This is an optimization exercise on Yosys and OpenROAD, whose aim is small area, a short achievable clock period and few clock cycles, not a production implementation.
Where RTL was checked, it was by simulation tests only, not by an equivalence proof against the original.
No activity file was given, so power comes from the tool's default toggle rates.

south:
==> module t43dr_encoder, before the edit <==
module t43dr_encoder (
    input  wire        clk,
    input  wire        rst,
    input  wire        start_valid,
    output wire        start_ready,
    input  wire [7:0]  cmd,
    input  wire [15:0] len,
    input  wire        data_valid,
    output wire        data_ready,
    input  wire [7:0]  data,
    output wire        wire_valid,
    input  wire        wire_ready,
    output wire [7:0]  wire_data,
    output reg         size_err
);
    localparam [7:0] START = 8'h02;
    localparam [7:0] END   = 8'h03;
    localparam [7:0] ESC   = 8'h1B;
    reg s_idle, s_rej, s_cmd, s_lenh, s_lenl, s_data, s_chk, s_end;
    reg [9:0] cnt;        
    reg [7:0] sum;
    reg       wv;         
    reg       ef;         
    reg [7:0] wd;
    function is_marker(input [7:0] b);
        is_marker = (b == START) || (b == END) || (b == ESC);
    endfunction
    assign wire_valid = wv;
    assign wire_data  = ef ? ESC : wd;
    wire can_load = wire_ready && !ef;
    reg hdr_rdy;
    reg dat_rdy;
    assign start_ready = wire_ready && hdr_rdy;
    assign data_ready  = wire_ready && dat_rdy;
    wire too_long = (|len[15:10]) || (len[9] && (|len[8:0]));
    reg  hdr_seen;
    reg  hdr_long;
    wire go    = s_idle && hdr_seen && !hdr_long;    
    wire d_in  = s_data && data_valid;
    wire load  = can_load && (go || s_cmd || s_lenh || s_lenl || d_in || s_chk || s_end);
    wire [7:0] val = ({8{s_idle}} & START)
                   | ({8{s_cmd}}  & cmd)
                   | ({8{s_lenh}} & {6'd0, cnt[9:8]})
                   | ({8{s_lenl}} & cnt[7:0])
                   | ({8{s_data}} & data)
                   | ({8{s_chk}}  & sum)
                   | ({8{s_end}}  & END);
    wire mk = !(s_idle || s_end) && is_marker(val);
    wire cnt_zero = (cnt == 10'd0);
    wire cnt_one  = (cnt == 10'd1);
    wire n_idle = (s_idle && !go && !(hdr_seen && hdr_long)) || (s_idle && go && !can_load)
               || (s_rej && wire_ready) || (s_end && can_load);
    wire n_rej  = (s_idle && hdr_seen && hdr_long) || (s_rej && !wire_ready);
    wire n_cmd  = (go && can_load) || (s_cmd && !can_load);
    wire n_lenh = (s_cmd && can_load) || (s_lenh && !can_load);
    wire n_lenl = (s_lenh && can_load) || (s_lenl && !can_load);
    wire n_data = (s_lenl && can_load && !cnt_zero) || (s_data && !(d_in && can_load && cnt_one));
    wire n_chk  = (s_lenl && can_load && cnt_zero) || (d_in && can_load && cnt_one) || (s_chk && !can_load);
    wire n_end  = (s_chk && can_load) || (s_end && !can_load);
    wire n_ef = load ? mk : (ef && !wire_ready);
    always @(posedge clk) begin
        if (can_load)
            wd <= val;
        if (load && (s_idle || s_cmd || s_lenh || s_lenl || s_data))
            sum <= s_idle ? 8'h00 : (sum ^ val);
        if (load && s_cmd)
            cnt <= len[9:0];
        else if (load && s_data)
            cnt <= cnt - 10'd1;
        hdr_long <= too_long;
    end
    always @(posedge clk) begin
        if (rst) begin
            s_idle   <= 1'b1;
            s_rej    <= 1'b0;
            s_cmd    <= 1'b0;
            s_lenh   <= 1'b0;
            s_lenl   <= 1'b0;
            s_data   <= 1'b0;
            s_chk    <= 1'b0;
            s_end    <= 1'b0;
            wv       <= 1'b0;
            ef       <= 1'b0;
            size_err <= 1'b0;
            hdr_rdy  <= 1'b0;
            dat_rdy  <= 1'b0;
            hdr_seen <= 1'b0;
        end else begin
            s_idle   <= n_idle;
            s_rej    <= n_rej;
            s_cmd    <= n_cmd;
            s_lenh   <= n_lenh;
            s_lenl   <= n_lenl;
            s_data   <= n_data;
            s_chk    <= n_chk;
            s_end    <= n_end;
            size_err <= s_rej && wire_ready;
            ef       <= n_ef;
            if (load)
                wv <= 1'b1;
            else if (wire_ready && !ef)
                wv <= 1'b0;
            hdr_rdy  <= n_cmd || n_rej;
            dat_rdy  <= n_data && !n_ef;
            hdr_seen <= start_valid && !start_ready;
        end
    end
endmodule
Settings: LEC_CHECK=0, CAP_MARGIN=20, CORE_MARGIN=2, CORE_UTILIZATION=40, CTS_BUF_LIST=sky130_fd_sc_hd__clkbuf_8, SETUP_SLACK_MARGIN=2.0, SLEW_MARGIN=20; clock period 4.0 ns.
standard.sh (not shown) runs the stock make flow with config.mk's settings and CLKGATE_MAP_FILE= SYNTH_SCRIPT=/design/flow/synth_recipe.tcl, a recipe that flattens the netlist after the stock synthesis.
==> flow/flow/run.sh <==
#!/bin/bash
# Standard ORFS layout, with the port buffers made of a small, fast buffer
# instead of the default delay buffer.
set -euo pipefail
PORTBUF=${PORTBUF:-sky130_fd_sc_hd__buf_1}
bash standard.sh "BUFFER_PORTS_ARGS=-buffer_cell $PORTBUF" finish > standard.log 2>&1
Modified inputs, north compared to south
--- a/flow/design.v
+++ b/flow/design.v
@@ -42,13 +42,17 @@
                    | ({8{s_cmd}}  & cmd)
                    | ({8{s_lenh}} & {6'd0, cnt[9:8]})
                    | ({8{s_lenl}} & cnt[7:0])
                    | ({8{s_data}} & data)
                    | ({8{s_chk}}  & sum)
                    | ({8{s_end}}  & END);
-    wire mk = !(s_idle || s_end) && is_marker(val);
+    wire mk = (s_cmd  && is_marker(cmd))
+           || (s_lenh && (cnt[9:8] == 2'd2))
+           || (s_lenl && is_marker(cnt[7:0]))
+           || (s_data && is_marker(data))
+           || (s_chk  && is_marker(sum));
     wire cnt_zero = (cnt == 10'd0);
     wire cnt_one  = (cnt == 10'd1);
     wire n_idle = (s_idle && !go && !(hdr_seen && hdr_long)) || (s_idle && go && !can_load)
                || (s_rej && wire_ready) || (s_end && can_load);
     wire n_rej  = (s_idle && hdr_seen && hdr_long) || (s_rej && !wire_ready);
     wire n_cmd  = (go && can_load) || (s_cmd && !can_load);
@@ -58,14 +62,16 @@
     wire n_chk  = (s_lenl && can_load && cnt_zero) || (d_in && can_load && cnt_one) || (s_chk && !can_load);
     wire n_end  = (s_chk && can_load) || (s_end && !can_load);
     wire n_ef = load ? mk : (ef && !wire_ready);
     always @(posedge clk) begin
         if (can_load)
             wd <= val;
-        if (load && (s_idle || s_cmd || s_lenh || s_lenl || s_data))
-            sum <= s_idle ? 8'h00 : (sum ^ val);
+        if (load && s_cmd)
+            sum <= cmd;
+        else if (load && (s_lenh || s_lenl || s_data))
+            sum <= sum ^ val;
         if (load && s_cmd)
             cnt <= len[9:0];
         else if (load && s_data)
             cnt <= cnt - 10'd1;
         hdr_long <= too_long;
     end
[summary]
north vs south — number of global-route vias before repair climbed by a little under 10%. Worst voltage drop across the vdd grid (north vs. south) increases by more than half. Compared with south, in north global-route track usage on met2 rose by 5.0 points; slew at the pin closest to its max-slew limit rose by 0.094 ns; wire length fell by 190 um; non-clock buffer count fell by 25. Status: total power density per cell area parity (north, south). On north: number of core rows is 1 higher than what south gave. Looking at clock period minus final worst setup slack across both flows, north is the stronger of the two, with south trailing. Between north and south, it is north whose synthesis-to-finish area growth is lower, by 9.0 points. Compared with south, north has extra setup slack. Post-synthesis instance total of north exceeds that of south by a few percent. The run showing the greater count of routing violations after the opening detailed-route iteration is south. Power after layout: south and north compared, higher one is south.
Testbench counts of north, summed over its fixed seeds: cycles 75,669.
Only the layout flow was run in south; the RTL was not checked for function there.


Setup of before:
t43dr_codec, a different RTL version from the one above (not shown whole).
For scale: roughly 440 cells after synthesis, roughly 95 flip-flops, ~4700 µm² of cells after synthesis.
==> module t43dr_encoder, before the edit <==
module t43dr_encoder (
    input  wire        clk,
    input  wire        rst,
    input  wire        start_valid,
    output wire        start_ready,
    input  wire [7:0]  cmd,
    input  wire [15:0] len,
    input  wire        data_valid,
    output wire        data_ready,
    input  wire [7:0]  data,
    output wire        wire_valid,
    input  wire        wire_ready,
    output wire [7:0]  wire_data,
    output reg         size_err
);
    localparam [7:0] START = 8'h02;
    localparam [7:0] END   = 8'h03;
    localparam [7:0] ESC   = 8'h1B;
    reg s_idle, s_rej, s_cmd, s_lenh, s_lenl, s_data, s_chk, s_end;
    reg [9:0] cnt;        
    reg [7:0] sum;
    reg       wv;         
    reg       ef;         
    reg [7:0] wd;
    function is_marker(input [7:0] b);
        is_marker = (b == START) || (b == END) || (b == ESC);
    endfunction
    assign wire_valid = wv;
    assign wire_data  = ef ? ESC : wd;
    wire can_load = wire_ready && !ef;
    reg hdr_rdy;
    reg dat_rdy;
    assign start_ready = wire_ready && hdr_rdy;
    assign data_ready  = wire_ready && dat_rdy;
    wire too_long = (|len[15:10]) || (len[9] && (|len[8:0]));
    reg  hdr_seen;
    reg  hdr_long;
    wire go    = s_idle && hdr_seen && !hdr_long;    
    wire d_in  = s_data && data_valid;
    wire load  = can_load && (go || s_cmd || s_lenh || s_lenl || d_in || s_chk || s_end);
    wire [7:0] val = ({8{s_idle}} & START)
                   | ({8{s_cmd}}  & cmd)
                   | ({8{s_lenh}} & {6'd0, cnt[9:8]})
                   | ({8{s_lenl}} & cnt[7:0])
                   | ({8{s_data}} & data)
                   | ({8{s_chk}}  & sum)
                   | ({8{s_end}}  & END);
    wire mk = (s_cmd  && is_marker(cmd))
           || (s_lenh && (cnt[9:8] == 2'd2))
           || (s_lenl && is_marker(cnt[7:0]))
           || (s_data && is_marker(data))
           || (s_chk  && is_marker(sum));
    wire cnt_zero = (cnt == 10'd0);
    wire cnt_one  = (cnt == 10'd1);
    wire n_idle = (s_idle && !go && !(hdr_seen && hdr_long)) || (s_idle && go && !can_load)
               || (s_rej && wire_ready) || (s_end && can_load);
    wire n_rej  = (s_idle && hdr_seen && hdr_long) || (s_rej && !wire_ready);
    wire n_cmd  = (go && can_load) || (s_cmd && !can_load);
    wire n_lenh = (s_cmd && can_load) || (s_lenh && !can_load);
    wire n_lenl = (s_lenh && can_load) || (s_lenl && !can_load);
    wire n_data = (s_lenl && can_load && !cnt_zero) || (s_data && !(d_in && can_load && cnt_one));
    wire n_chk  = (s_lenl && can_load && cnt_zero) || (d_in && can_load && cnt_one) || (s_chk && !can_load);
    wire n_end  = (s_chk && can_load) || (s_end && !can_load);
    wire n_ef = load ? mk : (ef && !wire_ready);
    always @(posedge clk) begin
        if (can_load)
            wd <= val;
        if (s_cmd)
            sum <= cmd;
        else if (load && (s_lenh || s_lenl || s_data))
            sum <= sum ^ val;
        if (s_cmd)
            cnt <= len[9:0];
        else if (load && s_data)
            cnt <= cnt - 10'd1;
        hdr_long <= too_long;
    end
    always @(posedge clk) begin
        if (rst) begin
            s_idle   <= 1'b1;
            s_rej    <= 1'b0;
            s_cmd    <= 1'b0;
            s_lenh   <= 1'b0;
            s_lenl   <= 1'b0;
            s_data   <= 1'b0;
            s_chk    <= 1'b0;
            s_end    <= 1'b0;
            wv       <= 1'b0;
            ef       <= 1'b0;
            size_err <= 1'b0;
            hdr_rdy  <= 1'b0;
            dat_rdy  <= 1'b0;
            hdr_seen <= 1'b0;
        end else begin
            s_idle   <= n_idle;
            s_rej    <= n_rej;
            s_cmd    <= n_cmd;
            s_lenh   <= n_lenh;
            s_lenl   <= n_lenl;
            s_data   <= n_data;
            s_chk    <= n_chk;
            s_end    <= n_end;
            size_err <= s_rej && wire_ready;
            ef       <= n_ef;
            if (load)
                wv <= 1'b1;
            else if (wire_ready && !ef)
                wv <= 1'b0;
            hdr_rdy  <= n_cmd || n_rej;
            dat_rdy  <= n_data && !n_ef;
            hdr_seen <= start_valid && !start_ready;
        end
    end
endmodule
clock: 4.0 ns
lec_check: 0
cap_margin: 20
core_margin: 2
core_utilization: 40
setup_slack_margin: 2.0
slew_margin: 20
==> flow/flow/run.sh <==
#!/bin/bash
# Standard ORFS layout, with two changes: the port buffers are a small, fast
# buffer instead of the default delay buffer, and clock tree synthesis adds
# no dummy loads.
set -euo pipefail
PORTBUF=sky130_fd_sc_hd__buf_1
CTS="-sink_clustering_enable -repair_clock_nets -buf_list sky130_fd_sc_hd__clkbuf_8 -dont_use_dummy_load"
bash standard.sh "BUFFER_PORTS_ARGS=-buffer_cell $PORTBUF" "CTS_ARGS=$CTS" finish > standard.log 2>&1
Input-level comparison between after and before:
--- a/flow/design.v
+++ b/flow/design.v
@@ -42,17 +42,13 @@
                    | ({8{s_cmd}}  & cmd)
                    | ({8{s_lenh}} & {6'd0, cnt[9:8]})
                    | ({8{s_lenl}} & cnt[7:0])
                    | ({8{s_data}} & data)
                    | ({8{s_chk}}  & sum)
                    | ({8{s_end}}  & END);
-    wire mk = (s_cmd  && is_marker(cmd))
-           || (s_lenh && (cnt[9:8] == 2'd2))
-           || (s_lenl && is_marker(cnt[7:0]))
-           || (s_data && is_marker(data))
-           || (s_chk  && is_marker(sum));
+    wire mk = !(s_idle || s_end) && is_marker(val);
     wire cnt_zero = (cnt == 10'd0);
     wire cnt_one  = (cnt == 10'd1);
     wire n_idle = (s_idle && !go && !(hdr_seen && hdr_long)) || (s_idle && go && !can_load)
                || (s_rej && wire_ready) || (s_end && can_load);
     wire n_rej  = (s_idle && hdr_seen && hdr_long) || (s_rej && !wire_ready);
     wire n_cmd  = (go && can_load) || (s_cmd && !can_load);
@@ -62,17 +58,15 @@
     wire n_chk  = (s_lenl && can_load && cnt_zero) || (d_in && can_load && cnt_one) || (s_chk && !can_load);
     wire n_end  = (s_chk && can_load) || (s_end && !can_load);
     wire n_ef = load ? mk : (ef && !wire_ready);
     always @(posedge clk) begin
         if (can_load)
             wd <= val;
-        if (s_cmd)
-            sum <= cmd;
-        else if (load && (s_lenh || s_lenl || s_data))
-            sum <= sum ^ val;
-        if (s_cmd)
+        if (load && (s_idle || s_cmd || s_lenh || s_lenl || s_data))
+            sum <= s_idle ? 8'h00 : (sum ^ val);
+        if (load && s_cmd)
             cnt <= len[9:0];
         else if (load && s_data)
             cnt <= cnt - 10'd1;
         hdr_long <= too_long;
     end
     always @(posedge clk) begin
==> run notes <==
- after ended with more worst clock skew than before.
- Post-route non-filler standard cell count (after over before): increase, about 3.4%
- From before to after the numbers moved as follows: final area saw an increase; count of clock-buffer cells in the layout saw little to no change; via count of the first global-routing pass saw an increase; maximum vdd ir drop saw a decrease.
- Per the comparison of after with before, routed wire length up 1.4%, switching share of power flat, area overhead of the layout relative to synthesis up 5.1 points, post-synthesis adder-cell area fraction down 0.79 points.
No functional check of the RTL was part of any run of this note.


The RTL this note starts from:
==> flow/design.v <==
module t43dr_encoder (
    input  wire        clk,
    input  wire        rst,
    input  wire        start_valid,
    output wire        start_ready,
    input  wire [7:0]  cmd,
    input  wire [15:0] len,
    input  wire        data_valid,
    output wire        data_ready,
    input  wire [7:0]  data,
    output wire        wire_valid,
    input  wire        wire_ready,
    output wire [7:0]  wire_data,
    output reg         size_err
);
    localparam [7:0] START = 8'h02;
    localparam [7:0] END   = 8'h03;
    localparam [7:0] ESC   = 8'h1B;
    reg s_idle, s_rej, s_cmd, s_lenh, s_lenl, s_data, s_chk, s_end;
    reg [9:0] cnt;        
    reg [7:0] sum;
    reg       wv;         
    reg       ef;         
    reg [7:0] wd;
    function is_marker(input [7:0] b);
        is_marker = (b == START) || (b == END) || (b == ESC);
    endfunction
    assign wire_valid = wv;
    assign wire_data  = ef ? ESC : wd;
    wire can_load = wire_ready && !ef;
    reg hdr_rdy;
    reg dat_rdy;
    assign start_ready = wire_ready && hdr_rdy;
    assign data_ready  = wire_ready && dat_rdy;
    wire too_long = (|len[15:10]) || (len[9] && (|len[8:0]));
    reg  hdr_seen;
    reg  hdr_long;
    wire go    = s_idle && hdr_seen && !hdr_long;    
    wire d_in  = s_data && data_valid;
    wire load  = can_load && (go || s_cmd || s_lenh || s_lenl || d_in || s_chk || s_end);
    wire [7:0] val = ({8{s_idle}} & START)
                   | ({8{s_cmd}}  & cmd)
                   | ({8{s_lenh}} & {6'd0, cnt[9:8]})
                   | ({8{s_lenl}} & cnt[7:0])
                   | ({8{s_data}} & data)
                   | ({8{s_chk}}  & sum)
                   | ({8{s_end}}  & END);
    wire mk = (s_cmd  && is_marker(cmd))
           || (s_lenh && (cnt[9:8] == 2'd2))
           || (s_lenl && is_marker(cnt[7:0]))
           || (s_data && is_marker(data))
           || (s_chk  && is_marker(sum));
    wire cnt_zero = (cnt == 10'd0);
    wire cnt_one  = (cnt == 10'd1);
    wire n_idle = (s_idle && !go && !(hdr_seen && hdr_long)) || (s_idle && go && !can_load)
               || (s_rej && wire_ready) || (s_end && can_load);
    wire n_rej  = (s_idle && hdr_seen && hdr_long) || (s_rej && !wire_ready);
    wire n_cmd  = (go && can_load) || (s_cmd && !can_load);
    wire n_lenh = (s_cmd && can_load) || (s_lenh && !can_load);
    wire n_lenl = (s_lenh && can_load) || (s_lenl && !can_load);
    wire n_data = (s_lenl && can_load && !cnt_zero) || (s_data && !(d_in && can_load && cnt_one));
    wire n_chk  = (s_lenl && can_load && cnt_zero) || (d_in && can_load && cnt_one) || (s_chk && !can_load);
    wire n_end  = (s_chk && can_load) || (s_end && !can_load);
    wire n_ef = load ? mk : (ef && !wire_ready);
    always @(posedge clk) begin
        if (can_load)
            wd <= val;
        if (load && s_cmd)
            sum <= cmd;
        else if (load && (s_lenh || s_lenl || s_data))
            sum <= sum ^ val;
        if (load && s_cmd)
            cnt <= len[9:0];
        else if (load && s_data)
            cnt <= cnt - 10'd1;
        hdr_long <= too_long;
    end
    always @(posedge clk) begin
        if (rst) begin
            s_idle   <= 1'b1;
            s_rej    <= 1'b0;
            s_cmd    <= 1'b0;
            s_lenh   <= 1'b0;
            s_lenl   <= 1'b0;
            s_data   <= 1'b0;
            s_chk    <= 1'b0;
            s_end    <= 1'b0;
            wv       <= 1'b0;
            ef       <= 1'b0;
            size_err <= 1'b0;
            hdr_rdy  <= 1'b0;
            dat_rdy  <= 1'b0;
            hdr_seen <= 1'b0;
        end else begin
            s_idle   <= n_idle;
            s_rej    <= n_rej;
            s_cmd    <= n_cmd;
            s_lenh   <= n_lenh;
            s_lenl   <= n_lenl;
            s_data   <= n_data;
            s_chk    <= n_chk;
            s_end    <= n_end;
            size_err <= s_rej && wire_ready;
            ef       <= n_ef;
            if (load)
                wv <= 1'b1;
            else if (wire_ready && !ef)
                wv <= 1'b0;
            hdr_rdy  <= n_cmd || n_rej;
            dat_rdy  <= n_data && !n_ef;
            hdr_seen <= start_valid && !start_ready;
        end
    end
endmodule
module t43dr_decoder (
    input  wire        clk,
    input  wire        rst,
    input  wire        clear,
    input  wire        in_valid,
    output wire        in_ready,
    input  wire [7:0]  in_data,
    output reg         out_valid,
    input  wire        out_ready,
    output reg         out_last,
    output wire [7:0]  out_data,
    output wire [2:0]  out_status,
    output wire [7:0]  out_cmd,
    output wire [15:0] out_len
);
    reg st_cmd;     
    reg st_lh;      
    reg st_ll;      
    reg st_dat;     
    reg st_chk;     
    reg st_we;      
    reg esc;
    reg [7:0] cmd_r;
    reg [9:0] P;
    reg [9:0] Q;
    reg       h_big;    
    reg [7:0] sum;
    reg [7:0] ev_r;
    assign out_cmd    = cmd_r;
    assign out_len    = {Q[5:0], P};
    assign out_data   = ev_r;
    assign out_status = ev_r[2:0];
    assign in_ready = out_ready;
    wire fire = in_valid && out_ready;
    wire c_cmd = st_cmd && !clear;
    wire c_lh  = st_lh  && !clear;
    wire c_ll  = st_ll  && !clear;
    wire c_dat = st_dat && !clear;
    wire c_chk = st_chk && !clear;
    wire c_we  = st_we  && !clear;
    wire c_esc = esc    && !clear;
    wire c_in  = c_cmd || c_lh || c_ll || c_dat || c_chk || c_we;    
    wire is_se   = (in_data[7:1] == 7'b0000001);    
    wire is_esc  = (in_data == 8'h1B);
    wire literal = c_esc || !(is_se || is_esc);
    wire e_esc   = !c_esc && is_esc;                 
    wire e_start = !c_esc && is_se && !in_data[0];
    wire e_end   = !c_esc && is_se &&  in_data[0];
    wire len_big  = h_big || (P[9] && (|in_data));
    wire len_zero = !h_big && (P[9:8] == 2'd0) && (in_data == 8'd0);
    wire cnt_last = (Q == 10'd1);
    wire n_cmd = e_start || (c_cmd && e_esc);
    wire n_lh  = (c_cmd && literal) || (c_lh && e_esc);
    wire n_ll  = (c_lh  && literal) || (c_ll && e_esc);
    wire n_dat = (c_ll  && literal && !len_big && !len_zero)
              || (c_dat && literal && !cnt_last) || (c_dat && e_esc);
    wire n_chk = (c_ll  && literal && len_zero)
              || (c_dat && literal && cnt_last) || (c_chk && e_esc);
    wire n_we  = (c_chk && literal) || (c_we && e_esc);
    wire ev_size = c_ll && literal && len_big;
    wire ev_dat  = c_dat && literal;
    wire ev_end  = e_end && c_we;
    wire ev      = ev_size || ev_dat || (c_we && literal) || (e_end && c_in);
    wire [2:0] ev_status = ev_size ? 3'd3 :
                           ev_end  ? {1'b0, (sum != 8'h00), 1'b0} : 3'd4;
    always @(posedge clk) begin
        if (st_cmd)
            cmd_r <= in_data;
        if (st_lh) begin
            P[9:8] <= in_data[1:0];
            Q      <= {4'd0, in_data[7:2]};
            h_big  <= (|in_data[7:2]) || (&in_data[1:0]);
        end
        if (st_ll) begin
            P[7:0] <= in_data;
            if (!len_big)
                Q <= {P[9:8], in_data};
        end
        if (st_dat && fire && !clear && !e_esc)
            Q <= Q - 10'd1;
        if (fire && !e_esc)
            sum <= c_cmd ? in_data : (sum ^ in_data);
        if (out_ready) begin
            out_last <= !ev_dat;
            ev_r     <= {in_data[7:3], ev_dat ? in_data[2:0] : ev_status};
        end
    end
    always @(posedge clk) begin
        if (rst) begin
            st_cmd    <= 1'b0;
            st_lh     <= 1'b0;
            st_ll     <= 1'b0;
            st_dat    <= 1'b0;
            st_chk    <= 1'b0;
            st_we     <= 1'b0;
            esc       <= 1'b0;
            out_valid <= 1'b0;
        end else begin
            if (out_ready)
                out_valid <= in_valid && ev;
            if (fire) begin
                st_cmd <= n_cmd;
                st_lh  <= n_lh;
                st_ll  <= n_ll;
                st_dat <= n_dat;
                st_chk <= n_chk;
                st_we  <= n_we;
                esc    <= e_esc;
            end else if (clear) begin
                st_cmd <= 1'b0;
                st_lh  <= 1'b0;
                st_ll  <= 1'b0;
                st_dat <= 1'b0;
                st_chk <= 1'b0;
                st_we  <= 1'b0;
                esc    <= 1'b0;
            end
        end
    end
endmodule
module t43dr_codec (
    input  wire        clk,
    input  wire        rst,
    input  wire        tx_start_valid,
    output wire        tx_start_ready,
    input  wire [7:0]  tx_cmd,
    input  wire [15:0] tx_len,
    input  wire        tx_data_valid,
    output wire        tx_data_ready,
    input  wire [7:0]  tx_data,
    output wire        txw_valid,
    input  wire        txw_ready,
    output wire [7:0]  txw_data,
    output wire        tx_size_err,
    input  wire        rx_clear,
    input  wire        rx_valid,
    output wire        rx_ready,
    input  wire [7:0]  rx_data,
    output wire        rxo_valid,
    input  wire        rxo_ready,
    output wire        rxo_last,
    output wire [7:0]  rxo_data,
    output wire [2:0]  rxo_status,
    output wire [7:0]  rxo_cmd,
    output wire [15:0] rxo_len
);
    t43dr_encoder u_enc (
        .clk         (clk),
        .rst         (rst),
        .start_valid (tx_start_valid),
        .start_ready (tx_start_ready),
        .cmd         (tx_cmd),
        .len         (tx_len),
        .data_valid  (tx_data_valid),
        .data_ready  (tx_data_ready),
        .data        (tx_data),
        .wire_valid  (txw_valid),
        .wire_ready  (txw_ready),
        .wire_data   (txw_data),
        .size_err    (tx_size_err)
    );
    t43dr_decoder u_dec (
        .clk        (clk),
        .rst        (rst),
        .clear      (rx_clear),
        .in_valid   (rx_valid),
        .in_ready   (rx_ready),
        .in_data    (rx_data),
        .out_valid  (rxo_valid),
        .out_ready  (rxo_ready),
        .out_last   (rxo_last),
        .out_data   (rxo_data),
        .out_status (rxo_status),
        .out_cmd    (rxo_cmd),
        .out_len    (rxo_len)
    );
endmodule
==> flow/config.mk <==
export PLATFORM = sky130hd
export DESIGN_NAME = t43dr_codec
export DESIGN_NICKNAME = t43dr_codec
export VERILOG_FILES = /design/flow/design.v
export SDC_FILE = /design/flow/constraint.sdc
export NUM_CORES = 4
export LEC_CHECK = 0
export CAP_MARGIN = 20
export CORE_MARGIN = 2
export CORE_UTILIZATION = 40
export CTS_BUF_LIST = sky130_fd_sc_hd__clkbuf_8
export SETUP_SLACK_MARGIN = 2.0
export SLEW_MARGIN = 20
==> flow/constraint.sdc <==
create_clock -name core_clock -period 4.0 [get_ports {clk}]
set_input_delay 0.8000 -clock core_clock [delete_from_list [all_inputs] [get_ports {clk}]]
set_output_delay 0.8000 -clock core_clock [all_outputs]
set_load 0.01 [all_outputs]
==> flow/flow/run.sh <==
#!/bin/bash
# Standard ORFS layout, with the port buffers made of a small, fast buffer
# instead of the default delay buffer.
set -euo pipefail
PORTBUF=${PORTBUF:-sky130_fd_sc_hd__buf_1}
bash standard.sh "BUFFER_PORTS_ARGS=-buffer_cell $PORTBUF" finish > standard.log 2>&1
Testbench counts at the start, summed over its fixed seeds: cycles 75,669.
Then changed:
--- a/flow/design.v
+++ b/flow/design.v
@@ -62,17 +62,17 @@
     wire n_chk  = (s_lenl && can_load && cnt_zero) || (d_in && can_load && cnt_one) || (s_chk && !can_load);
     wire n_end  = (s_chk && can_load) || (s_end && !can_load);
     wire n_ef = load ? mk : (ef && !wire_ready);
     always @(posedge clk) begin
         if (can_load)
             wd <= val;
-        if (load && s_cmd)
+        if (s_cmd)
             sum <= cmd;
         else if (load && (s_lenh || s_lenl || s_data))
             sum <= sum ^ val;
-        if (load && s_cmd)
+        if (s_cmd)
             cnt <= len[9:0];
         else if (load && s_data)
             cnt <= cnt - 10'd1;
         hdr_long <= too_long;
     end
     always @(posedge clk) begin
Effect: First-iteration DRC count came out lower by 6.2%; worst setup slack gets worse by 0.027 ns; wire length came out lower by 1.1%; clock power came out lower by 6.7%; maximum frequency came out lower by 1.3%; power came out lower by 2.2%; synthesized cell count came out lower by 1.6%; final area came out higher by 1.8%.
Function not checked in the second run of this note: the RTL went through the layout flow alone.

==> re-timing with driven ports <==
In the flow no input, the clock included, has a driving cell. The finished layouts below were timed again as built, in two steps.
Step 1 sets driving cells, clkbuf_16 on the clock port and buf_2 on the other inputs (assumed; they add their load-dependent delay and slew).
Step 2, shift: input delay + t, output delay - t, t = (earliest + latest rising clock arrival at the registers) / 2. This alone moves slack from input paths to output paths.
a / b / c = ideal ports / drivers / drivers and shift; a / b = the first two.
run | t (ns) | setup WS [ns] | pins driven straight from the clock port
south | 0.384 | 1.874 / 1.883 / 1.499 | 1
north | 0.405 | 2.038 / 2.007 / 1.641 | 1
before | 0.389 | 1.943 / 1.938 / 1.549 | 1
after | 0.380 | 1.880 / 1.855 / 1.475 | 1
the first run of note 3 | 0.422 | 1.995 / 1.961 / 1.619 | 1
the second run of note 3 | 0.398 | 1.968 / 1.974 / 1.576 | 1
After both steps setup and hold are still met in every run listed. For after, which loses most, drivers alone change the setup slack by -0.025 ns; drivers and shift together by -0.405 ns.
